Context: an optimization exercise on an open-source flow, tuned for small area, a short achievable clock period and few clock cycles. The choices shown serve that exercise and are no tape-out recipe. Only simulation tests tie the RTL to the original design; equivalence was not proved. Power and IR drop assume default switching activity.

$ cat design/flow/run.sh
#!/bin/bash
# synth_recipe.tcl (not shown) runs the flow's synth.tcl, then flattens the netlist and writes it again
# the make line also repeats each setting of config.mk as NAME=value (left out here)
make -C /OpenROAD-flow-scripts/flow DESIGN_CONFIG=/design/flow/config.mk WORK_HOME=/design/flow/orfs CLKGATE_MAP_FILE= SYNTH_SCRIPT=/design/flow/synth_recipe.tcl finish
$ cat design/flow/design.v
module microw_emitter (
    input  wire        clk,
    input  wire        rst,          
    input  wire        cmd_valid,
    output wire        cmd_ready,
    input  wire [31:0] cmd_data,
    output reg         rsp_valid,
    output reg  [31:0] rsp_data
);
    localparam [3:0] ST_OK          = 4'd0;
    localparam [3:0] ST_NO_NEW_DATA = 4'd2;
    localparam [3:0] ST_OVERRUN     = 4'd3;
    localparam [3:0] ST_EMPTY       = 4'd6;
    localparam [3:0] ST_NOT_ACTIVE  = 4'd7;
    localparam [3:0] ST_NOT_STARTED = 4'd8;
    localparam [3:0] ST_STATE_ERROR = 4'd9;
    localparam [3:0] ST_WRONG_MODE  = 4'd10;
    localparam [3:0] ST_ILLEGAL     = 4'd11;
    function [5:0] add6(input [5:0] x, input [2:0] d);
        reg [5:0] dd;
        reg       c;
        integer   k;
        begin
            dd = {3'b000, d};
            c  = 1'b0;
            for (k = 0; k < 6; k = k + 1) begin
                add6[k] = x[k] ^ dd[k] ^ c;
                c = (x[k] & dd[k]) | (c & (x[k] ^ dd[k]));
            end
        end
    endfunction
    function [5:0] sub6(input [5:0] x, input [2:0] d);
        reg [5:0] dd;
        reg       c;
        integer   k;
        begin
            dd = ~{3'b000, d};
            c  = 1'b1;
            for (k = 0; k < 6; k = k + 1) begin
                sub6[k] = x[k] ^ dd[k] ^ c;
                c = (x[k] & dd[k]) | (c & (x[k] ^ dd[k]));
            end
        end
    endfunction
    wire [7:0]  op   = cmd_data[31:24];
    wire [23:0] opnd = cmd_data[23:0];
    wire z_23_16 = (opnd[23:16] == 8'd0);
    wire z_15_12 = (opnd[15:12] == 4'd0);
    wire z_11_8  = (opnd[11:8]  == 4'd0);
    wire z_7_0   = (opnd[7:0]   == 8'd0);
    wire z_hi8   = z_23_16 & z_15_12 & z_11_8;
    wire z_all   = z_hi8 & z_7_0;
    wire d_start   = (op == 8'h01) & z_all;
    wire d_stop    = (op == 8'h02) & z_all;
    wire d_restart = (op == 8'h03) & z_all;
    wire d_update  = (op == 8'h04) & z_all;
    wire d_pushw   = (op == 8'h10) & z_23_16 & z_15_12;
    wire d_wmode   = ((op == 8'h11) & z_all) | ((op == 8'h12) & z_hi8);
    wire d_popb    = (op == 8'h13) & z_all;
    wire d_rdreg   = (op == 8'h20) & z_hi8 & (opnd[7:4] == 4'd0);
    wire d_peekw   = (op == 8'h21) & z_hi8 & (opnd[7:5] == 3'd0);
    wire d_peekb   = (op == 8'h22) & z_hi8 & (opnd[7:6] == 2'd0);
    reg        ready_q;
    reg        q_v;
    reg        q_start, q_stop, q_restart, q_update, q_pushw, q_wmode;
    reg        q_popb, q_rdreg, q_peekw, q_peekb;
    reg [11:0] q_opnd;
    reg [5:0]  q_bra;        
    reg        busy;         
    reg [4:0]  sr_wr, sr_rd, sr_cnt;
    reg [4:0]  sr_rd3;       
    reg [3:0]  sr_bits;
    reg [11:0] head0, head1;  
    reg [5:0]  br_wr, br_rd, br_rdn, br_cnt;    
    reg [2:0]  br_bit;
    reg [5:0]  br_bss;
    reg [7:0]  enc_acc;
    reg        active, started;
    reg        p_ok;         
    reg [1:0]  p_nb;         
    reg [2:0]  p_lb;         
    reg        p_accz;       
    reg [2:0]  p_fi0, p_fi1, p_fi2;    
    reg        p_mk0;        
    reg        p_ovf;        
    reg [1:0]  p_nw;         
    reg        p_bssz;       
    reg [1:0]  p_nbp;        
    reg [1:0]  p_adv;        
    reg [3:0]  p_sn;         
    reg        p_snz;        
    reg        p_last;       
    assign cmd_ready = ready_q;
    wire [31:0]  sr_we;
    wire [11:0]  sr_wd;
    wire [383:0] sr_flat;
    wire [63:0]  br_we;
    wire [7:0]   br_wd [0:63];
    wire [511:0] br_flat;
    genvar gi;
    generate
        for (gi = 0; gi < 32; gi = gi + 1) begin : g_sr
            reg [11:0] m;
            always @(posedge clk)
                if (sr_we[gi]) m <= sr_wd;
            assign sr_flat[gi*12 +: 12] = m;
        end
        for (gi = 0; gi < 64; gi = gi + 1) begin : g_br
            reg [7:0] m;
            always @(posedge clk)
                if (br_we[gi]) m <= br_wd[gi];
            assign br_flat[gi*8 +: 8] = m;
        end
    endgenerate
    wire hold    = q_update & ~p_ok;              
    wire ex      = q_v & ~busy & ~hold;
    wire illegal = ~(q_start | q_stop | q_restart | q_update | q_pushw | q_wmode |
                     q_popb | q_rdreg | q_peekw | q_peekb);
    wire sr_empty = (sr_cnt == 5'd0);
    wire sr_full  = (sr_cnt == 5'd31);
    wire br_empty = (br_cnt == 6'd0);
    wire start_go   = ex & q_start & ~active;
    wire restart_go = ex & q_restart & started;
    wire push_go    = ex & q_pushw & active & ~sr_full;
    wire popb_go    = ex & q_popb & active & ~br_empty;
    wire step       = busy | (ex & q_update & active & ~sr_empty);
    wire [3:0] r3   = sr_rd3[4:1];
    wire [3:0] r3p  = r3 + 4'd1;
    wire       peekw_rd = ~busy & q_peekw;
    wire [3:0] row_e = peekw_rd ? q_opnd[4:1] : (sr_rd3[0] ? r3p : r3);
    wire [3:0] row_o = peekw_rd ? q_opnd[4:1] : r3;
    wire [191:0] sr_ev, sr_od;
    generate
        for (gi = 0; gi < 16; gi = gi + 1) begin : g_srbank
            assign sr_ev[gi*12 +: 12] = sr_flat[(2*gi)*12 +: 12];
            assign sr_od[gi*12 +: 12] = sr_flat[(2*gi+1)*12 +: 12];
        end
    endgenerate
    wire [11:0] rd_e, rd_o;
    mux_tree #(.W(12), .A(4)) u_rde (.d(sr_ev), .a(row_e), .y(rd_e));
    mux_tree #(.W(12), .A(4)) u_rdo (.d(sr_od), .a(row_o), .y(rd_o));
    wire [11:0] w3   = sr_rd3[0] ? rd_o : rd_e;     
    wire [11:0] w4   = sr_rd3[0] ? rd_e : rd_o;     
    wire [11:0] peekw_val = q_opnd[0] ? rd_o : rd_e;
    wire [7:0] br_rv;
    mux_tree #(.W(8), .A(6)) u_brr (.d(br_flat), .a(q_bra), .y(br_rv));
    wire [2:0]  b  = br_bit;
    wire [39:0] sh = {head0, head1, 16'd0} >> b;
    wire [31:0] S  = {enc_acc, 24'd0} | sh[39:8];
    wire [7:0] B0 = S[31:24], B1 = S[23:16], B2 = S[15:8];
    wire [7:0] D0 = (&B0) ? ~(8'd1 << p_fi0) : B0;
    wire [7:0] D1 = (&B1) ? ~(8'd1 << p_fi1) : B1;
    wire [7:0] D2 = (&B2) ? ~(8'd1 << p_fi2) : B2;
    wire [7:0] O0 = D0;
    wire [7:0] O1 = p_mk0 ? 8'hFF : D1;
    wire [7:0] O2 = D2;
    wire [7:0] O3 = 8'h00;
    reg [7:0] left;
    always @(*) begin
        case (p_nb)
            2'd0: left = S[31:24];
            2'd1: left = S[23:16];
            2'd2: left = S[15:8];
            default: left = S[7:0];
        endcase
    end
    wire [7:0]  acc_n = p_accz ? 8'd0 : (left & ~(8'hFF >> p_lb));
    wire [11:0] rem   = S[23:12];                  
    wire [5:0] bss_p1 = add6(br_bss, 3'd1), bss_p2 = add6(br_bss, 3'd2), bss_p3 = add6(br_bss, 3'd3);
    reg  [5:0] bss_n;
    always @(*) begin
        if (p_bssz)
            bss_n = 6'd0;
        else case (p_nbp)
            2'd0: bss_n = br_bss;
            2'd1: bss_n = bss_p1;
            2'd2: bss_n = bss_p2;
            default: bss_n = bss_p3;
        endcase
    end
    wire fin = p_ovf | p_last;
    wire [63:0] wdec = 64'd1 << br_wr;             
    wire [7:0] O [0:3];
    assign O[0] = O0; assign O[1] = O1; assign O[2] = O2; assign O[3] = O3;
    wire [7:0] bank_d [0:3];
    wire nw1 = (p_nw != 2'd0), nw2 = p_nw[1], nw3 = &p_nw;
    genvar gj;
    generate
        for (gj = 0; gj < 4; gj = gj + 1) begin : g_bank
            localparam [1:0] GJ = gj;
            wire [1:0] idx = GJ - 2'd1 - br_wr[1:0];
            assign bank_d[gj] = start_go ? 8'd0 : O[idx];
        end
        for (gi = 0; gi < 64; gi = gi + 1) begin : g_brw
            wire hit = step & ((wdec[(gi + 63) % 64] & nw1) |
                               (wdec[(gi + 62) % 64] & nw2) |
                               (wdec[(gi + 61) % 64] & nw3));
            if (gi == 1) begin : g_s1
                assign br_we[gi] = start_go | restart_go | hit;
                assign br_wd[gi] = (start_go | restart_go) ? 8'hFF : bank_d[gi % 4];
            end else begin : g_sn
                assign br_we[gi] = start_go | hit;
                assign br_wd[gi] = bank_d[gi % 4];
            end
        end
    endgenerate
    wire [31:0] sdec = 32'd1 << sr_wr;             
    assign sr_wd = q_pushw ? q_opnd : 12'd0;
    generate
        for (gi = 0; gi < 32; gi = gi + 1) begin : g_srw
            assign sr_we[gi] = start_go | (push_go & sdec[(gi + 31) % 32]);
        end
    endgenerate
    wire cs_start = start_go | restart_go;
    wire cs_step  = step;
    wire cs_push  = push_go;
    wire cs_pop   = popb_go;
    wire       x_sA = cs_start | (cs_step ? p_snz : (sr_bits == 4'd0));
    wire [3:0] x_s  = cs_start ? 4'd0 : (cs_step ? p_sn : sr_bits);
    wire [2:0] x_b  = cs_start ? 3'd0 : (cs_step ? p_lb : br_bit);
    wire c_ge1 = (sr_cnt != 5'd0);
    wire c_ge2 = (sr_cnt[4:1] != 4'd0);
    wire c_ge3 = (sr_cnt[4:2] != 3'd0) | (&sr_cnt[1:0]);
    wire c_ge4 = (sr_cnt[4:2] != 3'd0);
    wire c_eq0 = (sr_cnt == 5'd0), c_eq1 = (sr_cnt == 5'd1), c_eq2 = (sr_cnt == 5'd2);
    wire c_eq3 = (sr_cnt == 5'd3), c_eq4 = (sr_cnt == 5'd4);
    reg  x_c2, x_e1, x_e2;
    always @(*) begin
        if (cs_start)                  begin x_c2 = 1'b0;  x_e1 = 1'b0;  x_e2 = 1'b0;  end
        else if (cs_step & p_adv[1])   begin x_c2 = c_ge4; x_e1 = c_eq3; x_e2 = c_eq4; end
        else if (cs_step & p_adv[0])   begin x_c2 = c_ge3; x_e1 = c_eq2; x_e2 = c_eq3; end
        else if (cs_push)              begin x_c2 = c_ge1; x_e1 = c_eq0; x_e2 = c_eq1; end
        else                           begin x_c2 = c_ge2; x_e1 = c_eq1; x_e2 = c_eq2; end
    end
    reg  [6:0] bq;                                 
    integer bi;
    always @(*) for (bi = 0; bi < 7; bi = bi + 1) bq[bi] = (br_bss == 6'd56 + bi);
    reg  x_e62, x_e61, x_e60;
    always @(*) begin
        if (cs_start | (cs_step & p_bssz)) begin x_e62 = 1'b0; x_e61 = 1'b0; x_e60 = 1'b0; end
        else if (cs_step) begin
            case (p_nbp)
                2'd0:    begin x_e62 = bq[6]; x_e61 = bq[5]; x_e60 = bq[4]; end
                2'd1:    begin x_e62 = bq[5]; x_e61 = bq[4]; x_e60 = bq[3]; end
                2'd2:    begin x_e62 = bq[4]; x_e61 = bq[3]; x_e60 = bq[2]; end
                default: begin x_e62 = bq[3]; x_e61 = bq[2]; x_e60 = bq[1]; end
            endcase
        end else begin x_e62 = bq[6]; x_e61 = bq[5]; x_e60 = bq[4]; end
    end
    reg  [9:0] le;                                 
    integer li;
    always @(*) for (li = 0; li < 10; li = li + 1) le[li] = (br_cnt <= 6'd54 + li);
    reg  x_f1, x_f2, x_f4;
    always @(*) begin
        if (cs_start) begin x_f1 = 1'b1; x_f2 = 1'b1; x_f4 = 1'b1; end
        else if (cs_step) begin
            case (p_nw)
                2'd0:    begin x_f1 = le[8]; x_f2 = le[7]; x_f4 = le[5]; end
                2'd1:    begin x_f1 = le[7]; x_f2 = le[6]; x_f4 = le[4]; end
                2'd2:    begin x_f1 = le[6]; x_f2 = le[5]; x_f4 = le[3]; end
                default: begin x_f1 = le[5]; x_f2 = le[4]; x_f4 = le[2]; end
            endcase
        end else if (cs_pop) begin x_f1 = le[9]; x_f2 = le[8]; x_f4 = le[6]; end
        else                 begin x_f1 = le[8]; x_f2 = le[7]; x_f4 = le[5]; end
    end
    wire x_n2 = x_sA & x_c2;
    reg [2:0]  a_fi0, a_fi1, a_fi2;
    reg [1:0]  a_adv1, a_adv2;
    reg [3:0]  a_sn0, a_sn1, a_sn2;
    always @(*) begin
        case (x_b)
            3'd0: begin a_fi0 = 3'd4; a_fi1 = 3'd4; a_fi2 = 3'd0; a_sn0 = 4'd8; a_adv1 = 2'd1; a_sn1 = 4'd4;  a_adv2 = 2'd2; a_sn2 = 4'd0;  end
            3'd1: begin a_fi0 = 3'd7; a_fi1 = 3'd3; a_fi2 = 3'd7; a_sn0 = 4'd7; a_adv1 = 2'd1; a_sn1 = 4'd3;  a_adv2 = 2'd1; a_sn2 = 4'd11; end
            3'd2: begin a_fi0 = 3'd6; a_fi1 = 3'd2; a_fi2 = 3'd6; a_sn0 = 4'd6; a_adv1 = 2'd1; a_sn1 = 4'd2;  a_adv2 = 2'd1; a_sn2 = 4'd10; end
            3'd3: begin a_fi0 = 3'd5; a_fi1 = 3'd1; a_fi2 = 3'd5; a_sn0 = 4'd5; a_adv1 = 2'd1; a_sn1 = 4'd1;  a_adv2 = 2'd1; a_sn2 = 4'd9;  end
            3'd4: begin a_fi0 = 3'd4; a_fi1 = 3'd0; a_fi2 = 3'd4; a_sn0 = 4'd4; a_adv1 = 2'd1; a_sn1 = 4'd0;  a_adv2 = 2'd1; a_sn2 = 4'd8;  end
            3'd5: begin a_fi0 = 3'd3; a_fi1 = 3'd7; a_fi2 = 3'd7; a_sn0 = 4'd3; a_adv1 = 2'd0; a_sn1 = 4'd11; a_adv2 = 2'd1; a_sn2 = 4'd7;  end
            3'd6: begin a_fi0 = 3'd2; a_fi1 = 3'd6; a_fi2 = 3'd6; a_sn0 = 4'd2; a_adv1 = 2'd0; a_sn1 = 4'd10; a_adv2 = 2'd1; a_sn2 = 4'd6;  end
            default: begin a_fi0 = 3'd1; a_fi1 = 3'd5; a_fi2 = 3'd5; a_sn0 = 4'd1; a_adv1 = 2'd0; a_sn1 = 4'd9; a_adv2 = 2'd1; a_sn2 = 4'd5; end
        endcase
    end
    reg [2:0]  b_lb, b_fi0;
    reg [3:0]  b_sn0;
    reg        b_nb1;
    always @(*) begin
        case (x_s)
            4'd1:  begin b_nb1 = 1'b1; b_lb = 3'd3; b_fi0 = 3'd5; b_sn0 = 4'd9;  end
            4'd2:  begin b_nb1 = 1'b1; b_lb = 3'd2; b_fi0 = 3'd6; b_sn0 = 4'd10; end
            4'd3:  begin b_nb1 = 1'b1; b_lb = 3'd1; b_fi0 = 3'd7; b_sn0 = 4'd11; end
            4'd4:  begin b_nb1 = 1'b1; b_lb = 3'd0; b_fi0 = 3'd0; b_sn0 = 4'd0;  end
            4'd5:  begin b_nb1 = 1'b0; b_lb = 3'd7; b_fi0 = 3'd0; b_sn0 = 4'd0;  end
            4'd6:  begin b_nb1 = 1'b0; b_lb = 3'd6; b_fi0 = 3'd0; b_sn0 = 4'd0;  end
            4'd7:  begin b_nb1 = 1'b0; b_lb = 3'd5; b_fi0 = 3'd0; b_sn0 = 4'd0;  end
            4'd8:  begin b_nb1 = 1'b0; b_lb = 3'd4; b_fi0 = 3'd0; b_sn0 = 4'd0;  end
            4'd9:  begin b_nb1 = 1'b0; b_lb = 3'd3; b_fi0 = 3'd0; b_sn0 = 4'd0;  end
            4'd10: begin b_nb1 = 1'b0; b_lb = 3'd2; b_fi0 = 3'd0; b_sn0 = 4'd0;  end
            default: begin b_nb1 = 1'b0; b_lb = 3'd1; b_fi0 = 3'd0; b_sn0 = 4'd0; end
        endcase
    end
    reg [1:0]  nb;
    reg [2:0]  lb;
    reg [2:0]  fi0, fi1, fi2;
    reg [1:0]  adv0, adv1, adv2;
    reg [3:0]  sn0, sn1, sn2;
    always @(*) begin
        if (x_sA) begin
            nb   = x_n2 ? 2'd3 : (x_b[2] ? 2'd2 : 2'd1);
            lb   = x_n2 ? x_b : {~x_b[2], x_b[1:0]};
            fi0  = a_fi0; fi1 = a_fi1; fi2 = a_fi2;
            adv0 = 2'd0;   sn0 = a_sn0;
            adv1 = a_adv1; sn1 = a_sn1;
            adv2 = a_adv2; sn2 = a_sn2;
        end else begin
            nb   = {1'b0, b_nb1};
            lb   = b_lb;
            fi0  = b_fi0; fi1 = 3'd0; fi2 = 3'd0;
            adv0 = (x_s == 4'd4) ? 2'd1 : 2'd0; sn0 = b_sn0;
            adv1 = 2'd0; sn1 = 4'd0;
            adv2 = 2'd0; sn2 = 4'd0;
        end
    end
    wire nb1 = (nb != 2'd0);
    wire mk  = (nb1 & x_e62) | (nb[1] & x_e61) | ((nb == 2'd3) & x_e60);
    wire full_step = ~nb1 | (~mk & x_f4);
    wire mk0 = x_e62;                              
    wire ovf = ~full_step & (~x_f1 | (mk0 & ~x_f2));
    reg  [1:0] nw, adv, nbp;
    reg  [3:0] s_n;
    reg  [2:0] lbo;
    reg        last, accz, bssz;
    always @(*) begin
        if (full_step) begin
            nw   = nb;
            adv  = x_n2 ? 2'd2 : 2'd1;
            s_n  = 4'd0;
            lbo  = lb;
            accz = 1'b0;
            bssz = 1'b0;
            nbp  = nb;
            last = x_n2 ? x_e2 : x_e1;
        end else begin
            nw   = ovf ? {1'b0, x_f1} : {mk0, ~mk0};
            adv  = adv0;
            s_n  = sn0;
            lbo  = 3'd0;
            accz = 1'b1;
            bssz = mk0;
            nbp  = 2'd1;
            last = ~ovf & adv0[0] & x_e1;
        end
    end
    reg [7:0] reg_lo;
    always @(*) begin
        case (q_opnd[3:0])
            4'h0: reg_lo = 8'h0C;
            4'h1: reg_lo = 8'd64;
            4'h2: reg_lo = 8'd32;
            4'h3: reg_lo = 8'd64;
            4'h4: reg_lo = {3'd0, sr_wr};
            4'h5: reg_lo = {3'd0, sr_rd};
            4'h6: reg_lo = {4'd0, sr_bits};
            4'h7: reg_lo = {7'd0, active};
            4'h8: reg_lo = {2'd0, br_wr};
            4'h9: reg_lo = {2'd0, br_rd};
            4'hA: reg_lo = {5'd0, br_bit};
            4'hB: reg_lo = {7'd0, active};
            4'hC: reg_lo = 8'd0;
            4'hD: reg_lo = {2'd0, br_bss};
            4'hE: reg_lo = enc_acc;
            default: reg_lo = {7'd0, started};
        endcase
    end
    wire [23:0] reg_val = {8'd0, (q_opnd[3:0] == 4'h0) ? 8'hFF : 8'h00, reg_lo};
    wire ok_popb = active & ~br_empty;
    wire [23:0] r_data = {24{~busy}} & (
                         ({24{q_popb & ok_popb}} & {16'd0, br_rv}) |
                         ({24{q_peekb}}          & {16'd0, br_rv}) |
                         ({24{q_peekw}}          & {12'd0, peekw_val}) |
                         ({24{q_rdreg}}          & reg_val));
    reg [3:0] r_st;
    always @(*) begin
        if (step)            r_st = p_ovf ? ST_OVERRUN : ST_OK;
        else if (illegal)    r_st = ST_ILLEGAL;
        else if (q_wmode)    r_st = ST_WRONG_MODE;
        else if (q_start)    r_st = active ? ST_STATE_ERROR : ST_OK;
        else if (q_restart)  r_st = started ? ST_OK : ST_NOT_STARTED;
        else if (q_update)   r_st = active ? ST_NO_NEW_DATA : ST_NOT_ACTIVE;
        else if (q_pushw)    r_st = active ? (sr_full ? ST_OVERRUN : ST_OK) : ST_NOT_ACTIVE;
        else if (q_popb)     r_st = active ? (br_empty ? ST_EMPTY : ST_OK) : ST_NOT_ACTIVE;
        else                 r_st = ST_OK;
    end
    wire r_rdy = step & ~p_ovf;
    wire busy_n = step & ~fin;
    wire p_ok_n = ~(step & p_ovf);
    wire q_v_n  = ready_q ? cmd_valid : (q_v & ~ex);
    wire [5:0] br_rdn_n = (start_go | restart_go) ? 6'd1 :
                          (popb_go ? add6(br_rdn, 3'd1) : br_rdn);
    always @(posedge clk) begin
        if (rst) begin
            ready_q   <= 1'b1;
            q_v       <= 1'b0;
            busy      <= 1'b0;
            p_ok      <= 1'b0;
            rsp_valid <= 1'b0;
            rsp_data  <= 32'd0;
            sr_wr     <= 5'd0;
            sr_rd     <= 5'd0;
            sr_rd3    <= 5'd3;
            sr_cnt    <= 5'd0;
            sr_bits   <= 4'd0;
            br_wr     <= 6'd0;
            br_rd     <= 6'd0;
            br_rdn    <= 6'd1;
            br_cnt    <= 6'd0;
            br_bit    <= 3'd0;
            br_bss    <= 6'd0;
            enc_acc   <= 8'd0;
            active    <= 1'b0;
            started   <= 1'b0;
        end else begin
            q_v     <= q_v_n;
            ready_q <= ~q_v_n | (~busy_n & p_ok_n);
            busy    <= busy_n;
            p_ok    <= p_ok_n;
            rsp_valid <= (ex | busy) & ~busy_n;
            rsp_data  <= {r_data, 3'b000, r_rdy, r_st};
            if (ex & q_stop) active <= 1'b0;
            if (start_go | restart_go) begin
                sr_wr   <= 5'd0;
                sr_rd   <= 5'd0;
                sr_rd3  <= 5'd3;
                sr_cnt  <= 5'd0;
                sr_bits <= 4'd0;
                br_rd   <= 6'd0;
                br_rdn  <= 6'd1;
                br_bit  <= 3'd0;
                enc_acc <= 8'd0;
                active  <= 1'b1;
                started <= 1'b1;
                br_bss  <= 6'd0;
                br_wr   <= 6'd1;
                br_cnt  <= 6'd1;
            end
            if (push_go) begin
                sr_wr  <= add6({1'b0, sr_wr}, 3'd1);
                sr_cnt <= add6({1'b0, sr_cnt}, 3'd1);
                if (sr_cnt == 5'd0) head0 <= q_opnd;
                if (sr_cnt == 5'd1) head1 <= q_opnd;
            end
            if (popb_go) begin
                br_rd  <= br_rdn;
                br_rdn <= add6(br_rdn, 3'd1);
                br_cnt <= sub6(br_cnt, 3'd1);
            end
            if (step) begin
                sr_rd   <= add6({1'b0, sr_rd}, {1'b0, p_adv});
                sr_rd3  <= add6({1'b0, sr_rd3}, {1'b0, p_adv});
                sr_cnt  <= sub6({1'b0, sr_cnt}, {1'b0, p_adv});
                sr_bits <= p_sn;
                br_wr   <= add6(br_wr, {1'b0, p_nw});
                br_cnt  <= add6(br_cnt, {1'b0, p_nw});
                br_bss  <= bss_n;
                br_bit  <= p_lb;
                enc_acc <= acc_n;
                case (p_adv)
                    2'd0: head0 <= rem;
                    2'd1: begin
                        head0 <= head1;
                        head1 <= w3;
                    end
                    default: begin
                        head0 <= w3;
                        head1 <= w4;
                    end
                endcase
            end
        end
    end
    always @(posedge clk) begin
        p_nb    <= nb;
        p_lb    <= lbo;
        p_accz  <= accz;
        p_fi0   <= fi0;
        p_fi1   <= fi1;
        p_fi2   <= fi2;
        p_mk0   <= ~full_step & mk0;
        p_ovf   <= ovf;
        p_nw    <= nw;
        p_bssz  <= bssz;
        p_nbp   <= nbp;
        p_adv   <= adv;
        p_sn    <= s_n;
        p_snz   <= (s_n == 4'd0);
        p_last  <= last;
    end
    always @(posedge clk) begin
        if (rst)
            q_bra <= 6'd1;
        else if (ready_q)
            q_bra <= d_peekb ? opnd[5:0] : br_rdn_n;
    end
    always @(posedge clk) begin
        if (ready_q) begin
            q_start   <= d_start;
            q_stop    <= d_stop;
            q_restart <= d_restart;
            q_update  <= d_update;
            q_pushw   <= d_pushw;
            q_wmode   <= d_wmode;
            q_popb    <= d_popb;
            q_rdreg   <= d_rdreg;
            q_peekw   <= d_peekw;
            q_peekb   <= d_peekb;
            q_opnd    <= opnd[11:0];
        end
    end
endmodule
module mux_tree #(
    parameter integer W = 8,
    parameter integer A = 6
) (
    input  wire [W*(1<<A)-1:0] d,
    input  wire [A-1:0]        a,
    output wire [W-1:0]        y
);
    generate
        if (A == 1) begin : g_leaf
            assign y = a[0] ? d[2*W-1:W] : d[W-1:0];
        end else begin : g_node
            wire [W-1:0] lo, hi;
            mux_tree #(.W(W), .A(A-1)) u_lo (.d(d[W*(1<<(A-1))-1:0]), .a(a[A-2:0]), .y(lo));
            mux_tree #(.W(W), .A(A-1)) u_hi (.d(d[W*(1<<A)-1:W*(1<<(A-1))]), .a(a[A-2:0]), .y(hi));
            assign y = a[A-1] ? hi : lo;
        end
    endgenerate
endmodule
$ cat design/flow/config.mk
export PLATFORM = sky130hd
export DESIGN_NAME = microw_emitter
export DESIGN_NICKNAME = microw_emitter
export VERILOG_FILES = /design/flow/design.v
export SDC_FILE = /design/flow/constraint.sdc
export NUM_CORES = 4
export LEC_CHECK = 0
export CAP_MARGIN = 20
export CORE_MARGIN = 2
export CORE_UTILIZATION = 40
export CTS_CLUSTER_DIAMETER = 100
export CTS_CLUSTER_SIZE = 24
export SETUP_SLACK_MARGIN = 5
export SLEW_MARGIN = 20
$ cat design/flow/constraint.sdc
create_clock -name core_clock -period 8.0 [get_ports {clk}]
set_input_delay 1.6000 -clock core_clock [delete_from_list [all_inputs] [get_ports {clk}]]
set_output_delay 1.6000 -clock core_clock [all_outputs]
set_load 0.01 [all_outputs]
==> results of run 1 <==
[stage by stage]
step	total power, W	utilization [%]	hold WS, ps	std cells	worst slack [ps]
floorplan	0.00619	-	424	3369	4620
global placement	0.00627	43.0	443	4940	3380
detailed placement	0.00627	43.0	445	4941	3320
CTS	0.00931	46.7	453	5161	4740
global route	0.00951	48.6	488	5271	4620
finish	0.00928	48.6	460	5273	4710
[Yosys cell counts (9+ instances only)]
cell | n | area, µm²
a211oi_1 | 36 | 270
a21o_1 | 14 | 105
a21oi_1 | 112 | 561
a221o_1 | 26 | 260
a221oi_1 | 9 | 78.8
a22o_1 | 13 | 114
a22oi_1 | 63 | 473
a311oi_1 | 15 | 131
a31oi_1 | 33 | 206
a32oi_1 | 13 | 114
and2_1 | 26 | 163
and3_1 | 15 | 93.8
buf_1 | 23 | 86.3
buf_2 | 38 | 190
buf_4 | 19 | 143
clkbuf_1 | 148 | 556
dfxtp_1 | 125 | 2500
edfxtp_1 | 942 | 28300
ha_1 | 63 | 788
inv_1 | 63 | 236
mux2_2 | 35 | 394
mux2i_1 | 117 | 1170
mux4_2 | 215 | 4840
nand2_1 | 344 | 1290
nand2b_1 | 32 | 200
nand3_1 | 122 | 611
nor2_1 | 206 | 773
nor2b_1 | 24 | 150
nor3_1 | 55 | 275
nor4_1 | 16 | 100
o211ai_1 | 17 | 128
o21ai_0 | 190 | 951
o221ai_1 | 10 | 87.6
o22ai_1 | 15 | 93.8
o31ai_1 | 11 | 82.6
[critical path, cell delays in order, from the launching register on]
cell and delay (ps):
dfxtp_4 410, buf_12 170, mux2_2 370, mux4_2 520
buf_4 170, o2111ai_2 130, nor3_1 140, nor3_2 490
mux2i_1 210, nor2_2 280, buf_6 230
[worst min-delay path by stage]
stage	start	end	cells after the start
floorplan	p_last	busy	1
global placement	enc_acc[5]	enc_acc[5]	2
detailed placement	p_last	busy	1
CTS	p_last	busy	1
global route	enc_acc[5]	enc_acc[5]	2
finish	p_last	busy	1
[placed cells by master, fill, tap and decap left out, drive strengths merged, types with 16 or more instances in the layout]
master	count
a211oi	37
a21oi	116
a221o	26
a22oi	63
a31oi	33
and2	26
buf	370
clkbuf	91
dfxtp	125
dlygate4sd2	19
edfxtp	942
ha	63
inv	67
mux2	36
mux2i	118
mux4	215
nand2	345
nand2b	32
nand3	122
nor2	206
nor2b	24
nor3	55
nor4	16
o211ai	17
o21ai	193
[state kept, by name, indices dropped and copies added, names as in the netlist, 4 cells and up]
name	flops
sr_wr	5
q_bra	6
sr_bits	4
g_br.m	512
br_rdn	6
br_bss	6
br_cnt	6
sr_rd	5
g_sr.m	384
sr_rd3	5
head0	12
enc_acc	7
br_rd	6
q_opnd	12
sr_cnt	5
p_sn	4
rsp_data	18
br_wr	6
head1	12
[final cells by class]
class / count / area share (%)
well taps: 1600 / 3.48
repair inverters: 1 / 0.0130
inverters: 65 / 0.465
multi-input cells: 2007 / 31.1
clock inverters: 9 / 0.309
repair buffers: 444 / 8.62
clock buffers: 77 / 2.42
diodes: 3 / 0.0130
flip-flops and latches: 1067 / 53.6
[power by group]
part | switching (W) | internal, W
clock | 0.00181 | 0.00128
combinational | 0.000117 | 0.0000764
sequential | 0.0000127 | 0.00599
total | 0.00194 | 0.00734
[cell families (layout without fill, tap and decap cells)]
family	after synthesis	in the layout	share of synthesized area, %
buffers and inverters	298	596	2.66
xor gates and xnor gates	5	5	0.0915
adders and majority gates	68	68	1.86
and+or+nand+nor	900	900	8.59
muxes	369	369	13.5
AOI/OAI and AO/OA	651	654	9.04
other	1	14	0.00783
DFF	1067	1067	64.3
[metal layers]
| metal | share of wire [%] | vias up |
|---|---|---|
| li1 | - | 13700 |
| met1 | 39 | 16600 |
| met2 | 47 | 1838 |
| met3 | 10 | 333 |
| met4 | 3.9 | 6 |
| met5 | 0.022 | - |
[repair_timing]
item	CTS	global route
setup endpoints to repair	1485	801
endpoints found under the hold margin	0	0
hold buffers	0	0
resized for setup	319	293
buffers inserted	112	91
pin swaps	55	96
cloned	22	17
==> summary.txt, run 1 <==
Status -> timing/DRC/antenna clean
Final instance area -> 0.0575 mm²
Setup violations, final -> 0
Initial antenna violation count -> 7
R2r startpoint -> br_bit[1]
Synth warn -> 1
Drt first pass iters -> 6
Max-slew violations -> 0
Later-pin clock latency in the skew report -> 720 ps
Seq/Total Area, Yosys -> 64.3%
Reg-to-reg setup timing slack -> 4710 ps
Number of remaining DRC errors -> 0
H-tree depth -> 2
Asr flop ratio synth -> 0%
Instance area at placement -> 0.0509 mm²
Req. time, crit path -> 8560 ps
Die width -> 350 µm
Share of the clock period used by the worst path -> 41.2%
Largest net degree at the start of global routing -> 73
Met1 usage -> 32.7%
Post-synth EDFFs -> 942
Rows -> 126
Nets@finish -> 3741
CP arrival -> 3860 ps
IO Port Bufs -> 57
RSZ-0062 raised after global routing -> true
Share of cells above drive strength 1 -> 28.0%
Die H -> 350 µm
# clock sinks -> 1067
Gr busiest metal -> met2
Final Hold Viols -> 0
Netlist cell types -> 88
CTS clock-pin slew for the worst setup and hold paths -> 110 ps
RePlAce Congestion -> 0.897
WL per Instance -> 29.2 µm
Pwr Density -> 161 mW/mm²
CP max FO -> 16
Crit path launch type -> register
Dpl hpwl -> 91.7 mm
FMAX -> 0.304 GHz
Clk buf depth -> 3
Total CTS buffers -> 52
Worst vdd ir -> 0.000183 V
Number of global-route vias before repair -> 30700
Setup TNS -> 0 ps
Cell Area, Synth -> 0.0479 mm²
1st-iter DRT viols -> 4566
Multi-input logic area -> 0.0179 mm²
Hold WC Path Type -> register to register
Grt met3 use -> 4.37%
Worst R2R Path Depth -> 10
Leak -> 19.4 nW
Met2 track demand over resource -> 38.6%
Slew headroom -> 20.0%
Die area -> 0.122 mm²
All-Layer GR Usage -> 23.9%
Initial Util -> 40.4%
Tmin final -> 3290 ps
Via Count -> 32400
Num ports -> 69
Worst Setup EP -> g_br[25].m[5]
ANT nets after route -> 0
Placeable Area -> 0.118 mm²
Critical path launch point -> br_bit[1]
Total wire length -> 154 mm
Max Cap Viol -> 0
Overflow after GRT -> 0
First-pass GRT wire length -> 214 mm
Vias per cell -> 6.15
Clk_skew -> 86.6 ps
Area Growth Syn to Fin -> 20.2%
Reg-to-Reg End -> g_br[25].m[5]
Setup Crit Path Kind -> register to register
Least-Margin Pin Slew -> 1200 ps
Root buffer cell -> clkbuf_16
FF/Latch Area -> 0.0308 mm²
Mapped Cells -> 3359
Synthesized area per cell -> 14.3 µm²
Fillers -> 9981
Top_reg_cell synth -> edfxtp_1
Number of synthesized register bits -> 1067
TritonCTS clock tree -> built
Crit. End Element -> register
Testbench counts, summed over its fixed seeds: cycles 34,663.
==> run 2, diff against run 1 <==
--- a/design/flow/config.mk
+++ b/design/flow/config.mk
@@ -13,2 +13,3 @@
 export SETUP_SLACK_MARGIN = 5
 export SLEW_MARGIN = 20
+export TNS_END_PERCENT = 0
==> run 2 against run 1 <==
The layout now fails its checks (antenna violations). Area after synthesis is the same. Synthesized cell count is the same. Hold slack lost 2.7 ps. Core utilization shrank 3.0 points. Clock power shrank 4%. Final cell count shrank 3.4%. Wire length shrank 6.8%. Die area is the same.
==> summary.txt, run 2 <==
Status -> finished with violations
SO Faults -> antenna violations
Max-slew violations -> 0
FMAX -> 0.299 GHz
IO Port Bufs -> 57
Vias per cell -> 6.11
Setup Crit Path Kind -> register to register
Initial antenna violation count -> 3
Req. time, crit path -> 8520 ps
Mapped Cells -> 3359
Rows -> 126
Die width -> 350 µm
Top cell type's share of synthesized area -> 59.1%
Crit. End Element -> register
TritonCTS clock tree -> built
Seq/Total Area, Yosys -> 64.3%
Top_reg_cell synth -> edfxtp_1
Adder and majority gate portion of the synthesized area -> 1.86%
Total CTS buffers -> 51
# clock sinks -> 1067
Worst vdd ir -> 0.000162 V
Num ports -> 69
Reg-to-reg setup timing slack -> 4650 ps
Crit path launch type -> register
Least-Margin Pin Slew -> 1180 ps
Dpl hpwl -> 94.4 mm
Max reg flops -> 512
Drt first pass iters -> 7
All-Layer GR Usage -> 22.9%
Most frequent cell after synthesis -> edfxtp_1
CTS clock-pin slew for the worst setup and hold paths -> 100 ps
Later-pin clock latency in the skew report -> 710 ps
Initial Util -> 40.4%
Synthesized area per cell -> 14.3 µm²
Via Count -> 31100
Commonest non-fill, non-tap cell in the layout -> edfxtp_1
Min-Delay Path Depth -> 2
Final Hold Viols -> 0
Internal Power -> 0.00725 W
ANT nets after route -> 1
Number of global-route vias before repair -> 29400
Die H -> 350 µm
Hold WC Path Type -> register to register
Reg-to-Reg End -> rsp_data[8]
Overflow after GRT -> 0
Number of remaining DRC errors -> 0
Critical path launch point -> q_bra[1]
Share of the clock period used by the worst path -> 41.8%
Largest family of logic cells by synthesized area -> multiplexers
Largest regs -> g_br.m (512), g_sr.m (384), rsp_data (18)
Asr flop ratio synth -> 0%
R2r startpoint -> q_bra[1]
Setup TNS -> 0 ps
Synth Area in Simple Gates -> 8.59%
Number of synthesized register bits -> 1067
Placeable Area -> 0.118 mm²
Biggest register -> g_br.m
Hold path start -> enc_acc[5]
Synth area leaders -> edfxtp_1 59%, mux4_2 10%, dfxtp_1 5.2%
Final Util -> 45.6%
Area Growth Syn to Fin -> 12.8%
Total wire length -> 143 mm
Nets@finish -> 3567
Synth warn -> 1
Most frequent cells in the layout -> 942 x edfxtp_1, 341 x nand2_1, 215 x mux4_2, 192 x nor2_1, 167 x buf_4
Clock share of power -> 32.6%
Combinational Power Share -> 1.7%
Post-synthesis mux area share -> 13.5%
Pwr Density -> 169 mW/mm²
Root buffer cell -> clkbuf_16
Clk buf depth -> 3
Setup violations, final -> 0
Most area-hungry cell type in the Yosys netlist -> edfxtp_1
1st-iter DRT viols -> 4059
Endpoint, Worst Hold -> enc_acc[5]
CP arrival -> 3870 ps
Fillers -> 10500
Worst R2R Path Depth -> 8
Synth Area in Compound Gates -> 9.04%
Post-synth EDFFs -> 942
RePlAce Congestion -> 0.914
Hold buffers post-CTS -> 0
Tmin final -> 3350 ps
H-tree depth -> 2
Clk_skew -> 82.4 ps
Synth Area in XOR/XNOR -> 0.0915%
Total power -> 0.00913 W
Switching share of power -> 20.6%
Leak -> 17.7 nW
Reg power frac -> 65.7%
RSZ-0062 raised after global routing -> true
Sw power -> 0.00188 W
Max Cap Viol -> 0
First-pass GRT wire length -> 205 mm
Cell Area, Synth -> 0.0479 mm²
CP max FO -> 42
Die area -> 0.122 mm²
WL per Instance -> 28.1 µm
Slew headroom -> 21.2%
Netlist cell types -> 88
Share of cells above drive strength 1 -> 20.0%
Most frequent cells after synthesis -> 942 x edfxtp_1, 344 x nand2_1, 215 x mux4_2
Largest net degree at the start of global routing -> 96
## run 2: cell type report
cell class                 count  area, µm²  share of cell area [%]
tap                         1600       2000                    3.71
clock buffer                  69       1350                    2.49
sequential                  1067      30800                    57.1
timing repair inverter         1       5.00                 0.00927
antenna                        6       15.0                  0.0278
multi-input combinational   2006      16700                    30.9
inverter                      65        258                   0.477
timing repair buffer         272       2740                    5.08
clock inverter                 7        115                   0.213
## run 2: logic make-up (layout without fill, tap and decap cells)
logic type | after synthesis | in the layout
other cells | 1 | 17
flops | 1067 | 1067
compound gates | 651 | 653
xor+xnor | 5 | 5
mux | 369 | 369
buf+inv | 298 | 414
fa+ha+maj | 68 | 68
simple gates | 900 | 900
## run 2: worst max-delay path by stage
stage	end	slack [ps]	cells past startpoint
floorplan	q_start	4620	6
global placement	g_br[53].m[2]	3490	8
detailed placement	g_br[49].m[2]	3510	8
CTS	p_adv[0]	4660	13
global route	q_start	4600	7
finish	rsp_data[8]	4650	8
## run 2: worst max-delay path: stages (launching register included)
cell	delay, ps
dfxtp_4	610
buf_8	370
mux4_2	370
mux4_2	500
mux2_2	290
a21oi_2	430
o22ai_1	170
nand2_1	130
o311ai_2	210
## run 2: per-layer routing
layer / routed length (µm) / track usage [%] / vias to the layer above
li1: - / - / 13300
met1: 60100 / 33.5 / 16000
met2: 65000 / 35.3 / 1611
met3: 13900 / 3.83 / 218
met4: 4240 / 6.01 / 4
met5: 27 / 0 / -
## run 2: power groups by stage
stage	Sequential [W]	Clock, W	Combinational (W)
finish	0.00600	0.00298	0.000157
global route	0.00600	0.00318	0.000165
CTS	0.00600	0.00302	0.000149
detailed placement	0.00613	0	0.000135
global placement	0.00613	0	0.000135
floorplan	0.00612	0	0.0000715
## run 2: repair_timing
action,in CTS,in global routing
setup endpoints to repair,1465,1072
buffers inserted,34,35
cloned,5,5
pin swaps,14,10
endpoints found under the hold margin,0,0
gates resized for setup,140,66
## run 2: through the flow
step	hold WS (ps)	std cells	setup WS, ps	cell area (µm²)
2_1_floorplan	424	3369	4620	47900
3_3_place_gp	440	4930	3490	50800
3_5_place_dp	443	4932	3510	50800
4_1_cts	456	5047	4660	53300
5_1_grt	497	5087	4600	54000
6_report	457	5093	4650	54000
==> run 3, diff against run 2 <==
--- a/design/flow/config.mk
+++ b/design/flow/config.mk
@@ -13,3 +13,3 @@
 export SETUP_SLACK_MARGIN = 5
 export SLEW_MARGIN = 20
-export TNS_END_PERCENT = 0
+export TNS_END_PERCENT = 10
==> run 3 against run 2 <==
Critical endpoint is now rsp_data[15]. Die area unchanged. Now clean on timing, DRC and antenna. First-iteration DRC count up 5.1%. Power up 0.62%. Largest cell class unchanged. Final cell count up 1.3%. Highest routed layer unchanged. Largest power group unchanged. Critical path type is now register to output pin.
==> summary.txt, run 3 <==
Status -> timing/DRC/antenna clean
1st-iter DRT viols -> 4267
Post-synth EDFFs -> 942
TritonCTS clock tree -> built
Number of global-route vias before repair -> 30000
Top_reg_cell synth -> edfxtp_1
Num ports -> 69
Most frequent cell after synthesis -> edfxtp_1
CP max FO -> 1
Critical path launch point -> rsp_data[15]
Largest regs -> g_br.m (512), g_sr.m (384), rsp_data (18)
Die area -> 0.122 mm²
Largest net degree at the start of global routing -> 65
Most area-hungry cell type in the Yosys netlist -> edfxtp_1
Later-pin clock latency in the skew report -> 710 ps
Top cell type's share of synthesized area -> 59.1%
WL per Instance -> 28.4 µm
RePlAce Congestion -> 0.900
Min-Delay Path Depth -> 2
CP delay by family, top -> buffers and inverters
Fillers -> 10300
Commonest non-fill, non-tap cell in the layout -> edfxtp_1
Hold path start -> enc_acc[5]
Total wire length -> 147 mm
Final Util -> 46.7%
Total power -> 0.00919 W
Synthesized area per cell -> 14.3 µm²
Pwr Density -> 166 mW/mm²
Rows -> 126
Seq/Total Area, Yosys -> 64.3%
Leak -> 18.5 nW
Crit path launch type -> register
Max-slew violations -> 0
Share of the clock period used by the worst path -> 41.1%
Clk buf depth -> 3
Netlist cell types -> 88
CTS clock-pin slew for the worst setup and hold paths -> 110 ps
Initial antenna violation count -> 8
Tmin final -> 3290 ps
Reg-to-Reg End -> p_adv[0]
ANT nets after route -> 0
Req. time, crit path -> 6400 ps
Mapped Cells -> 3359
RSZ-0062 raised after global routing -> true
Cell Area, Synth -> 0.0479 mm²
Nets@finish -> 3629
IO Port Bufs -> 57
Overflow after GRT -> 0
Total CTS buffers -> 51
Crit. End Element -> output pin
CP max-delay cell -> clkdlybuf4s50_1
Setup Crit Path Kind -> register to output pin
First-pass GRT wire length -> 212 mm
Setup TNS -> 0 ps
CP bufs+invs -> 1
Synth area leaders -> edfxtp_1 59%, mux4_2 10%, dfxtp_1 5.2%
Root buffer cell -> clkbuf_16
Slew headroom -> 26.6%
Setup violations, final -> 0
Clk_skew -> 82.5 ps
Max Cap Viol -> 0
All-Layer GR Usage -> 23.7%
Dpl hpwl -> 92.1 mm
Area Growth Syn to Fin -> 15.5%
Crit path cell chain -> clkdlybuf4s50_1
Synth warn -> 1
Worst R2R Path Depth -> 14
Via Count -> 31300
Placeable Area -> 0.118 mm²
Asr flop ratio synth -> 0%
# clock sinks -> 1067
Hold WC Path Type -> register to register
Drt first pass iters -> 6
Die H -> 350 µm
Worst vdd ir -> 0.000206 V
Share of cells above drive strength 1 -> 23.0%
Most frequent cells in the layout -> 942 x edfxtp_1, 339 x nand2_1, 215 x mux4_2, 201 x buf_4, 187 x nor2_1
CP max stage delay -> 570 ps
H-tree depth -> 2
Die width -> 350 µm
Least-Margin Pin Slew -> 1090 ps
CP arrival -> 1690 ps
Hold buffers post-CTS -> 0
Number of remaining DRC errors -> 0
FMAX -> 0.304 GHz
Reg-to-reg setup timing slack -> 4720 ps
Initial Util -> 40.4%
Most frequent cells after synthesis -> 942 x edfxtp_1, 344 x nand2_1, 215 x mux4_2
Number of synthesized register bits -> 1067
Biggest register -> g_br.m
Max reg flops -> 512
Final Hold Viols -> 0
Endpoint, Worst Hold -> enc_acc[5]
Vias per cell -> 6.07
R2r startpoint -> sr_cnt[1]
## run 3: cell counts after synthesis
Identical to the previous run, type by type.
## run 3: cell type report
type,instances,area [µm²],share of cell area [%]
multi-input cells,2007,17100,30.9
repair buffers,333,3600,6.51
diodes,2,5.00,0.00905
clock buffers,75,1370,2.47
well taps,1600,2000,3.62
inverters,65,256,0.464
repair inverters,1,5.00,0.00905
clock inverters,8,134,0.242
flip-flops and latches,1067,30800,55.8
## run 3: cells by family (layout without fill, tap and decap cells)
logic type                 Yosys count  after routing  synth area share [%]
AOI/OAI and AO/OA                  651            654                  9.04
xor gates and xnor gates             5              5                0.0915
adders and majority gates           68             68                  1.86
buffers and inverters              298            482                  2.66
DFF                               1067           1067                  64.3
muxes                              369            369                  13.5
other                                1             13               0.00783
and+or+nand+nor                    900            900                  8.59
## run 3: per-stage QoR
step	hold WS (ps)	std cells	setup slack [ps]	area, µm²
after floorplan	424	3369	4620	48000
after global placement	440	4946	3570	51000
final	468	5158	4710	55300
after global routing	491	5156	4650	55300
after CTS	469	5138	4670	54700
after detailed placement	455	4946	3540	51000
## run 3: worst max-delay path by stage
stage	cells after the start	endpoint	slack, ps
finish	1	rsp_data[15]	4710
global route	11	g_br[33].m[1]	4650
CTS	1	rsp_data[19]	4670
detailed placement	9	rsp_data[11]	3540
global placement	9	rsp_data[11]	3570
floorplan	6	q_start	4620
## run 3: repair_timing
action / CTS / global route
setup buffers: 89 / 15
resized for setup: 219 / 109
endpoints found under the setup margin: 1447 / 1316
pin swaps: 36 / 33
gates cloned: 20 / 3
## run 3: routing by layer
| layer | part of all wire, % | vias to the layer above | global-route usage [%] |
|---|---|---|---|
| li1 | - | 13400 | - |
| met1 | 41 | 16000 | 34.0 |
| met2 | 46 | 1639 | 37.1 |
| met3 | 9.4 | 269 | 3.70 |
| met4 | 3.6 | 2 | 7.43 |
| met5 | 0.0089 | - | 0 |
## run 3: report_power, final
group / total (W) / internal (W) / switching, W / leakage [nW]
sequential: 0.00600 / 0.00599 / 0.0000127 / 9.72
combinational: 0.000174 / 0.0000642 / 0.000109 / 8.08
clock: 0.00302 / 0.00125 / 0.00177 / 0.719
total: 0.00919 / 0.00730 / 0.00189 / 18.5
==> run 4, diff against run 3 <==
--- a/design/flow/config.mk
+++ b/design/flow/config.mk
@@ -8,5 +8,5 @@
 export CAP_MARGIN = 20
 export CORE_MARGIN = 2
-export CORE_UTILIZATION = 40
+export CORE_UTILIZATION = 60
 export CTS_CLUSTER_DIAMETER = 100
 export CTS_CLUSTER_SIZE = 24
==> run 4 against run 3 <==
Clock power about the same. Fmax fell by 1.7%. Hold slack improved by 3.6 ps. Wire length is 1.2% higher. Via count up 2.5%. Register-to-register slack lost 70 ps. Largest power group unchanged. Sequential power barely moved.
==> summary.txt, run 4 <==
Clk buf depth -> 3
All-Layer GR Usage -> 36.1%
Initial Util -> 60.6%
Crit path launch type -> register
Internal Power -> 0.00733 W
Share of cells above drive strength 1 -> 22.5%
Commonest non-fill, non-tap cell in the layout -> edfxtp_1
Overflow after GRT -> 0
Max-slew violations -> 0
Worst vdd ir -> 0.000166 V
Die area -> 0.0821 mm²
Die H -> 287 µm
Setup violations, final -> 0
Largest net degree at the start of global routing -> 130
Number of synthesized register bits -> 1067
ANT nets after route -> 0
Top_reg_cell synth -> edfxtp_1
Synth warn -> 1
Tmin final -> 3350 ps
Cell Area, Synth -> 0.0479 mm²
CP bufs+invs -> 2
Netlist cell types -> 88
Most area-hungry cell type in the Yosys netlist -> edfxtp_1
CP max stage delay -> 540 ps
Die width -> 287 µm
Biggest register -> g_br.m
Final Hold Viols -> 0
Number of global-route vias before repair -> 30700
TritonCTS clock tree -> built
Instance area at placement -> 0.0503 mm²
Nets@finish -> 3630
Diodes inserted -> 0
Total CTS buffers -> 52
Hold WC Path Type -> register to register
Later-pin clock latency in the skew report -> 680 ps
Clk_skew -> 55.2 ps
CP arrival -> 3850 ps
Switching share of power -> 20.4%
CTS clock-pin slew for the worst setup and hold paths -> 100 ps
Final instance area -> 0.0544 mm²
Setup TNS -> 0 ps
Clock share of power -> 33.0%
Root buffer cell -> clkbuf_16
Largest regs -> g_br.m (512), g_sr.m (384), rsp_data (18)
Max reg flops -> 512
Total wire length -> 148 mm
Via Count -> 32100
CP max FO -> 31
Vias per cell -> 6.94
Reg power frac -> 65.1%
Setup Crit Path Kind -> register to register
Crit path cell chain -> buf_6 -> and3b_2 -> a21oi_4 -> buf_6 -> mux4_2 -> o2111a_1 -> a31oi_2 -> o21ai_0 -> a221o_1
Status -> timing/DRC/antenna clean
1st-iter DRT viols -> 4761
Most frequent cell after synthesis -> edfxtp_1
Initial antenna violation count -> 4
Post-synth EDFFs -> 942
Drt first pass iters -> 6
FMAX -> 0.299 GHz
Sw power -> 0.00188 W
Least-Margin Pin Slew -> 1170 ps
Dpl hpwl -> 94.1 mm
FF/Latch Area -> 0.0308 mm²
Req. time, crit path -> 8500 ps
Top cell type's share of synthesized area -> 59.1%
WL per Instance -> 32.1 µm
Asr flop ratio synth -> 0%
Number of remaining DRC errors -> 0
CP delay by family, top -> compound AO/OA/AOI/OAI gates
Synthesized area per cell -> 14.3 µm²
Synth area leaders -> edfxtp_1 59%, mux4_2 10%, dfxtp_1 5.2%
Crit-path most repeated cell -> buf_6
Leak -> 18.4 nW
Share of the clock period used by the worst path -> 41.8%
# clock sinks -> 1067
Pwr Density -> 169 mW/mm²
Num ports -> 69
H-tree depth -> 2
Mapped Cells -> 3359
Most frequent cells in the layout -> 942 x edfxtp_1, 337 x nand2_1, 215 x mux4_2, 210 x buf_4, 199 x nor2_1
IO Port Bufs -> 57
Multi-input logic area -> 0.0170 mm²
Rows -> 103
RSZ-0062 raised after global routing -> true
Seq/Total Area, Yosys -> 64.3%
Placeable Area -> 0.0790 mm²
RePlAce Congestion -> 0.953
Total power -> 0.00921 W
Crit. End Element -> register
Area Growth Syn to Fin -> 13.7%
First-pass GRT wire length -> 214 mm
Fillers -> 5342
Slew headroom -> 20.9%
CP max-delay cell -> mux4_2
Combinational Power Share -> 1.9%
Max Cap Viol -> 0
Most frequent cells after synthesis -> 942 x edfxtp_1, 344 x nand2_1, 215 x mux4_2
-- run 4: layout make-up --
class	count	share of cell area [%]
Tap cell	1050	2.41
Multi-Input combinational cell	2007	31.3
Clock inverter	6	0.205
Inverter	65	0.469
Timing Repair Buffer	333	6.27
Sequential cell	1067	56.6
Clock buffer	89	2.70
Timing Repair inverter	1	0.0138
-- run 4: power by group through the flow --
stage	combinational, W	clock (W)	sequential (W)
6_report	0.000171	0.00304	0.00600
2_1_floorplan	0.0000718	0	0.00612
5_1_grt	0.000177	0.00325	0.00600
4_1_cts	0.000157	0.00307	0.00600
3_5_place_dp	0.000146	0	0.00613
3_3_place_gp	0.000145	0	0.00613
-- run 4: cell families after synthesis --
group                      count (synthesis)  synth area share (%)
muxes                                    369                  13.5
buffers and inverters                    298                  2.66
other                                      1               0.00783
xor gates and xnor gates                   5                0.0915
adders and majority gates                 68                  1.86
AOI/OAI and AO/OA                        651                  9.04
DFF                                     1067                  64.3
and+or+nand+nor                          900                  8.59
-- run 4: stage by stage --
stage	hold slack, ps	setup WS, ps	instances	util, %
final	471	4650	4618	68.9
after global routing	497	4560	4618	68.9
after CTS	475	4640	4581	68.0
after detailed placement	452	3680	4408	63.6
after global placement	447	3720	4406	63.6
after floorplan	424	4620	3369	-
-- run 4: what timing repair did --
action                                   CTS  global route
hold buffers                               0             0
gates cloned                              18             3
setup buffers                             60            34
resized for setup                        196           117
endpoints found under the setup margin  1277          1151
pin swaps                                 24            33
-- run 4: path summary, 6_finish.rpt --
check | start | endpoint | slack, ps | cells past startpoint
worst max register to register | q_opnd[1] | rsp_data[13] | 4650 | 9
worst min register to register | enc_acc[5] | enc_acc[5] | 470 | 2
worst max-delay path | q_opnd[1] | rsp_data[13] | 4650 | 9
worst min-delay path | enc_acc[5] | enc_acc[5] | 470 | 2
-- run 4: worst register-to-register path, delay by kind of cell, from the launching register on --
kind | cells | cell delay [ps]
flip-flops | 1 | 400
AND/OR/NAND/NOR | 1 | 310
AO/OA/AOI/OAI | 5 | 1420
multiplexers | 1 | 570
buffers and inverters | 2 | 520
-- run 4: routing by layer --
metal / global-route usage [%] / wire length [µm] / vias to the layer above
li1: - / - / 13400
met1: 54.4 / 58900 / 16200
met2: 54.1 / 66800 / 2176
met3: 5.45 / 16300 / 285
met4: 13.1 / 6320 / 4
met5: 0 / 33 / -
==> run 5, diff against run 4 <==
--- a/design/flow/design.v
+++ b/design/flow/design.v
@@ -248,7 +248,14 @@
         end else begin x_e62 = bq[6]; x_e61 = bq[5]; x_e60 = bq[4]; end
     end
-    reg  [9:0] le;                                 
-    integer li;
-    always @(*) for (li = 0; li < 10; li = li + 1) le[li] = (br_cnt <= 6'd54 + li);
+    wire c56 = &br_cnt[5:3];
+    wire g55 = c56 | (br_cnt == 6'd55);
+    wire g57 = c56 & (br_cnt[2:0] != 3'd0);
+    wire g58 = c56 & (br_cnt[2] | br_cnt[1]);
+    wire g59 = c56 & (br_cnt[2] | (&br_cnt[1:0]));
+    wire g60 = c56 & br_cnt[2];
+    wire g61 = c56 & br_cnt[2] & (br_cnt[1] | br_cnt[0]);
+    wire g62 = c56 & br_cnt[2] & br_cnt[1];
+    wire g63 = &br_cnt;
+    wire [9:0] le = ~{1'b0, g63, g62, g61, g60, g59, g58, g57, c56, g55};
     reg  x_f1, x_f2, x_f4;
     always @(*) begin
--- a/design/flow/config.mk
+++ b/design/flow/config.mk
@@ -8,8 +8,8 @@
 export CAP_MARGIN = 20
 export CORE_MARGIN = 2
-export CORE_UTILIZATION = 60
+export CORE_UTILIZATION = 40
 export CTS_CLUSTER_DIAMETER = 100
-export CTS_CLUSTER_SIZE = 24
+export CTS_CLUSTER_SIZE = 27
 export SETUP_SLACK_MARGIN = 5
 export SLEW_MARGIN = 20
-export TNS_END_PERCENT = 10
+export TNS_END_PERCENT = 5
==> run 5 against run 4 <==
Synthesized cell count fell by 4.6%. Still clean on timing, DRC and antenna. Worst setup slack improved by 100 ps. Design area increased by 1.9%.
==> summary.txt, run 5 <==
Req. time, crit path -> 8400 ps
Pwr Density -> 165 mW/mm²
Initial Util -> 40.2%
Nets@finish -> 3504
Total CTS buffers -> 48
Rows -> 127
Most frequent cells after synthesis -> 942 x edfxtp_1, 279 x nand2_1, 249 x mux4_2
Die H -> 351 µm
CP bufs+invs -> 3
Synth warn -> 1
Top cell type's share of synthesized area -> 58.9%
CTS clock-pin slew for the worst setup and hold paths -> 110 ps
R2r startpoint -> br_wr[1]
Synth area leaders -> edfxtp_1 59%, mux4_2 12%, dfxtp_1 5.2%
CP delay by family, top -> buffers and inverters
Biggest register -> g_br.m
# clock sinks -> 1067
H-tree depth -> 2
RSZ-0062 raised after global routing -> true
Share of cells above drive strength 1 -> 24.7%
Endpoint, Worst Hold -> sr_rd[0]
ANT nets after route -> 0
Clk buf depth -> 3
Commonest non-fill, non-tap cell in the layout -> edfxtp_1
Largest regs -> g_br.m (512), g_sr.m (384), rsp_data (18)
Max reg flops -> 512
Status -> timing/DRC/antenna clean
Top_reg_cell synth -> edfxtp_1
Hold WC Path Type -> register to register
FMAX -> 0.308 GHz
Reg-to-reg setup timing slack -> 4760 ps
Area Growth Syn to Fin -> 15.4%
Least-Margin Pin Slew -> 1090 ps
Largest net degree at the start of global routing -> 78
Combinational Power Share -> 1.8%
Later-pin clock latency in the skew report -> 690 ps
Worst vdd ir -> 0.000176 V
Min-Delay Path Depth -> 2
CP max stage delay -> 460 ps
Crit path depth -> 7
CP arrival -> 3640 ps
Crit path cell chain -> buf_4 -> clkinvlp_4 -> maj3_1 -> or2_2 -> or3_1 -> o21ai_2 -> buf_4
Number of global-route vias before repair -> 29700
Number of remaining DRC errors -> 0
Overflow after GRT -> 0
Max-slew violations -> 0
Die area -> 0.123 mm²
TritonCTS clock tree -> built
Final Hold Viols -> 0
Slew headroom -> 26.4%
Seq/Total Area, Yosys -> 64.1%
Non-Filler Instances -> 5053
1st-iter DRT viols -> 3989
Asr flop ratio synth -> 0%
Max Cap Viol -> 0
Initial antenna violation count -> 2
Most area-hungry cell type in the Yosys netlist -> edfxtp_1
Reg power frac -> 65.5%
Setup violations, final -> 0
Worst R2R Path Depth -> 7
Placeable Area -> 0.119 mm²
Root buffer cell -> clkbuf_16
Vias per cell -> 6.13
Clock share of power -> 32.6%
Num ports -> 69
CP max-delay cell -> maj3_1
Hold path start -> sr_rd[0]
Netlist cell types -> 97
Total wire length -> 150 mm
Sw power -> 0.00193 W
Crit. End Element -> register
Dpl hpwl -> 91.5 mm
WL per Instance -> 29.7 µm
CP max FO -> 29
Drt first pass iters -> 6
Crit path launch type -> register
RePlAce Congestion -> 0.979
Internal Power -> 0.00723 W
Most frequent cells in the layout -> 942 x edfxtp_1, 272 x nand2_1, 249 x mux4_2, 223 x buf_4, 148 x nor2_1
Setup Crit Path Kind -> register to register
Setup TNS -> 0 ps
Via Count -> 31000
IO Port Bufs -> 57
Synthesized area per cell -> 15.0 µm²
All-Layer GR Usage -> 24.0%
Tmin final -> 3240 ps
Post-synth EDFFs -> 942
Inst Count DP -> 4813
Clk_skew -> 49.5 ps
Die width -> 351 µm
Share of the clock period used by the worst path -> 40.5%
Leak -> 18.2 nW
Crit-path most repeated cell -> buf_4
Number of synthesized register bits -> 1067
Most frequent cell after synthesis -> edfxtp_1
Cell Area, Synth -> 0.0480 mm²
Switching share of power -> 21.0%
Mapped Cells -> 3204
Reg-to-Reg End -> g_br[12].m[5]
First-pass GRT wire length -> 214 mm
[run 5: what timing repair did]
action | 4_1_cts | 5_1_grt
hold buffers | 0 | 0
gates resized for setup | 194 | 94
buffers inserted | 93 | 35
pin swaps | 49 | 26
setup endpoints to repair | 1198 | 891
gates cloned | 17 | 5
[run 5: worst max-delay path by stage]
stage / from / slack [ps] / to
after CTS: cmd_data[8] / 4750 / q_stop
after global placement: rst / 3310 / rsp_data[8]
after floorplan: cmd_data[9] / 4540 / q_stop
final: br_wr[1] / 4760 / g_br[12].m[5]
after global routing: br_wr[1] / 4730 / g_br[12].m[5]
after detailed placement: rst / 3350 / rsp_data[8]
[run 5: layout make-up]
cell class | instances | area [µm²]
Fill cell | 10400 | 64100
Sequential cell | 1067 | 30800
Multi-Input combinational cell | 1866 | 17100
Timing Repair Buffer | 355 | 3730
Tap cell | 1612 | 2020
Clock buffer | 76 | 1310
Inverter | 62 | 256
Clock inverter | 13 | 165
Timing Repair inverter | 1 | 5.00
Antenna cell | 1 | 2.50
[run 5: metal layers]
layer,routed length [µm],up-vias,GRT usage (%)
met4,7080,0,9.58
li1,-,13100,-
met2,71000,1620,39.0
met3,13200,320,3.88
met1,58800,15900,32.4
met5,0,-,0
[run 5: power groups by stage]
| stage | Sequential (W) | Combinational [W] | Clock, W |
|---|---|---|---|
| floorplan | 0.00612 | 0.0000699 | 0 |
| global placement | 0.00613 | 0.000140 | 0 |
| detailed placement | 0.00613 | 0.000141 | 0 |
| CTS | 0.00600 | 0.000153 | 0.00304 |
| global route | 0.00600 | 0.000174 | 0.00322 |
| finish | 0.00600 | 0.000167 | 0.00299 |
[run 5: cells by family after synthesis]
kind of cell             after synthesis  share of synthesized area (%)
flip-flops                          1067                           64.1
adder cells (fa/ha/maj)               69                           1.87
other                                  1                        0.00781
XOR/XNOR                               5                         0.0912
AND/OR/NAND/NOR                      777                           7.73
AO/OA/AOI/OAI                        606                           8.43
multiplexers                         395                           15.0
buffers and inverters                284                           2.77
[run 5: stage by stage]
stage	hold slack [ps]	total power [W]	area (µm²)	worst slack [ps]	utilization (%)
5_1_grt	510	0.00940	55400	4730	46.4
2_1_floorplan	424	0.00619	48100	4540	-
3_5_place_dp	478	0.00627	51000	3350	42.7
4_1_cts	489	0.00920	54700	4750	45.8
6_report	498	0.00915	55400	4760	46.4
3_3_place_gp	467	0.00627	51000	3310	42.7
[run 5: worst register-to-register path, stage by stage, from the launching register on]
cell and delay (ps):
dfxtp_1 320, buf_4 380, clkinvlp_4 370, maj3_1 460, or2_2 380, or3_1 420
o21ai_2 380, buf_4 260
Testbench counts of run 5, summed over its fixed seeds: cycles 34,663.
==> run 6, diff against run 5 <==
--- a/design/flow/config.mk
+++ b/design/flow/config.mk
@@ -10,6 +10,7 @@
 export CORE_UTILIZATION = 40
 export CTS_CLUSTER_DIAMETER = 100
-export CTS_CLUSTER_SIZE = 27
+export CTS_CLUSTER_SIZE = 24
+export PLACE_DENSITY = 0.7
 export SETUP_SLACK_MARGIN = 5
 export SLEW_MARGIN = 20
-export TNS_END_PERCENT = 5
+export TNS_END_PERCENT = 10
==> run 6 against run 5 <==
Still clean on timing, DRC and antenna. First-iteration DRC count rose by 18%. Wire length shrank 4.2%. Design area about the same. Critical path depth is 6 lower. Hold slack worse by 16 ps. Fmax shrank 0.39%. Clock power fell by 1%. Via count increased by 1.6%. Count of clock-buffer cells in the layout shrank 5. Area after synthesis is the same. Global-route usage shrank 1.1 points. Largest power group unchanged. Highest routed layer is now met5.
==> summary.txt, run 6 <==
Status -> timing/DRC/antenna clean
Die width -> 351 µm
CP max stage delay -> 550 ps
Top cell type's share of synthesized area -> 58.9%
Least-Margin Pin Slew -> 1200 ps
CP max-delay cell -> clkdlybuf4s50_1
Diodes inserted -> 0
Worst vdd ir -> 0.000246 V
CP arrival -> 1650 ps
Synth area leaders -> edfxtp_1 59%, mux4_2 12%, dfxtp_1 5.2%
Uppermost layer routed -> met5
Share of the clock period used by the worst path -> 40.7%
Initial Util -> 40.2%
H-tree depth -> 2
Total wire length -> 144 mm
Synthesized area per cell -> 15.0 µm²
Netlist cell types -> 97
Number of synthesized register bits -> 1067
Most frequent cells in the layout -> 942 x edfxtp_1, 272 x nand2_1, 249 x mux4_2, 212 x buf_4, 148 x nor2_1
R2r startpoint -> q_bra[2]
Crit path launch type -> register
FMAX -> 0.307 GHz
Setup violations, final -> 0
Number of global-route vias before repair -> 29900
Asr flop ratio synth -> 0%
Via Count -> 31500
Synth warn -> 1
Initial antenna violation count -> 2
Setup TNS -> 0 ps
WL met2 -> 65.7 mm
Clk buf depth -> 3
ANT nets after route -> 0
Dpl hpwl -> 88.6 mm
Most frequent cells after synthesis -> 942 x edfxtp_1, 279 x nand2_1, 249 x mux4_2
Post-synth EDFFs -> 942
Seq/Total Area, Yosys -> 64.1%
Largest regs -> g_br.m (512), g_sr.m (384), rsp_data (18)
Largest net degree at the start of global routing -> 105
Num ports -> 69
Commonest non-fill, non-tap cell in the layout -> edfxtp_1
Clk_skew -> 74.0 ps
Most frequent cell after synthesis -> edfxtp_1
Req. time, crit path -> 6400 ps
Die H -> 351 µm
DR WL met3 -> 18.3 mm
Leak -> 18.2 nW
1st-iter DRT viols -> 4723
Nets@finish -> 3500
First-pass GRT wire length -> 207 mm
Cell Area, Synth -> 0.0480 mm²
Crit. End Element -> output pin
CP delay by family, top -> buffers and inverters
Overflow after GRT -> 0
Die area -> 0.123 mm²
Tmin final -> 3250 ps
Later-pin clock latency in the skew report -> 710 ps
Most area-hungry cell type in the Yosys netlist -> edfxtp_1
# clock sinks -> 1067
Final Hold Viols -> 0
Instance area at placement -> 0.0509 mm²
Hold WC Path Type -> register to register
Max-slew violations -> 0
Rows -> 127
RSZ-0062 raised after global routing -> true
Total CTS buffers -> 51
Share of cells above drive strength 1 -> 25.4%
Inst Count DP -> 4804
WL per Instance -> 28.6 µm
Final instance area -> 0.0555 mm²
Biggest register -> g_br.m
CTS clock-pin slew for the worst setup and hold paths -> 110 ps
## run 6: changes by cell type in the layout (fill, tap and decap cells not counted), sizes merged
cell / delta
bufbuf: +3
clkdlybuf4s50: +2
diode: -1
buf: -9
dlymetal6s2s: +5
clkdlybuf4s15: -1
o21a: -2
clkinvlp: +1
o21ai: +1
clkbuf: -4
dlygate4sd2: -7
inv: -9
## run 6: per-layer routing
layer	global-route usage, %	vias to the layer above
met5	0	-
met1	31.6	15900
met3	5.29	326
met4	8.36	2
met2	35.7	2242
li1	-	13000
## run 6: cells by family after synthesis
group                      share of synthesized area (%)
other                                            0.00781
muxes                                               15.0
AOI/OAI and AO/OA                                   8.43
xor gates and xnor gates                          0.0912
DFF                                                 64.1
buffers and inverters                               2.77
adders and majority gates                           1.87
and+or+nand+nor                                     7.73
## run 6: stage by stage
stage / total power [W] / worst slack (ps) / hold WS, ps
final: 0.00912 / 4750 / 482
after global routing: 0.00931 / 4730 / 525
after CTS: 0.00914 / 4680 / 475
after detailed placement: 0.00627 / 3200 / 457
after global placement: 0.00627 / 3140 / 461
after floorplan: 0.00619 / 4540 / 424
## run 6: layout make-up
cell class / instances / area, µm²
well taps: 1612 / 2020
repair buffers: 349 / 3750
clock inverters: 5 / 113
inverters: 62 / 258
flip-flops and latches: 1067 / 30800
repair inverters: 1 / 5.00
clock buffers: 71 / 1360
fillers: 10300 / 64000
multi-input cells: 1865 / 17200
## run 6: power breakdown
| part | total [W] | internal (W) | switching [W] | leakage (nW) |
|---|---|---|---|---|
| Clock | 0.00295 | 0.00121 | 0.00174 | 0.704 |
| Combinational | 0.000170 | 0.0000607 | 0.000109 | 7.84 |
| Sequential | 0.00600 | 0.00599 | 0.0000138 | 9.71 |
| Total | 0.00912 | 0.00726 | 0.00186 | 18.2 |
## run 6: path summary, 6_finish.rpt
check                 endpoint  cells past startpoint  slack, ps
setup reg to reg  rsp_data[13]                      8       4790
setup / recovery   rsp_data[9]                      1       4750
hold / removal      enc_acc[6]                      2        480
hold reg to reg     enc_acc[6]                      2        480
## run 6: what timing repair did
| item | in CTS | in global routing |
|---|---|---|
| pin swaps | 48 | 10 |
| setup endpoints to repair | 1345 | 1022 |
| cloned | 18 | 4 |
| hold endpoints to repair | 0 | 0 |
| buffers inserted | 120 | 10 |
| hold buffers | 0 | 0 |
| gates resized for setup | 251 | 69 |
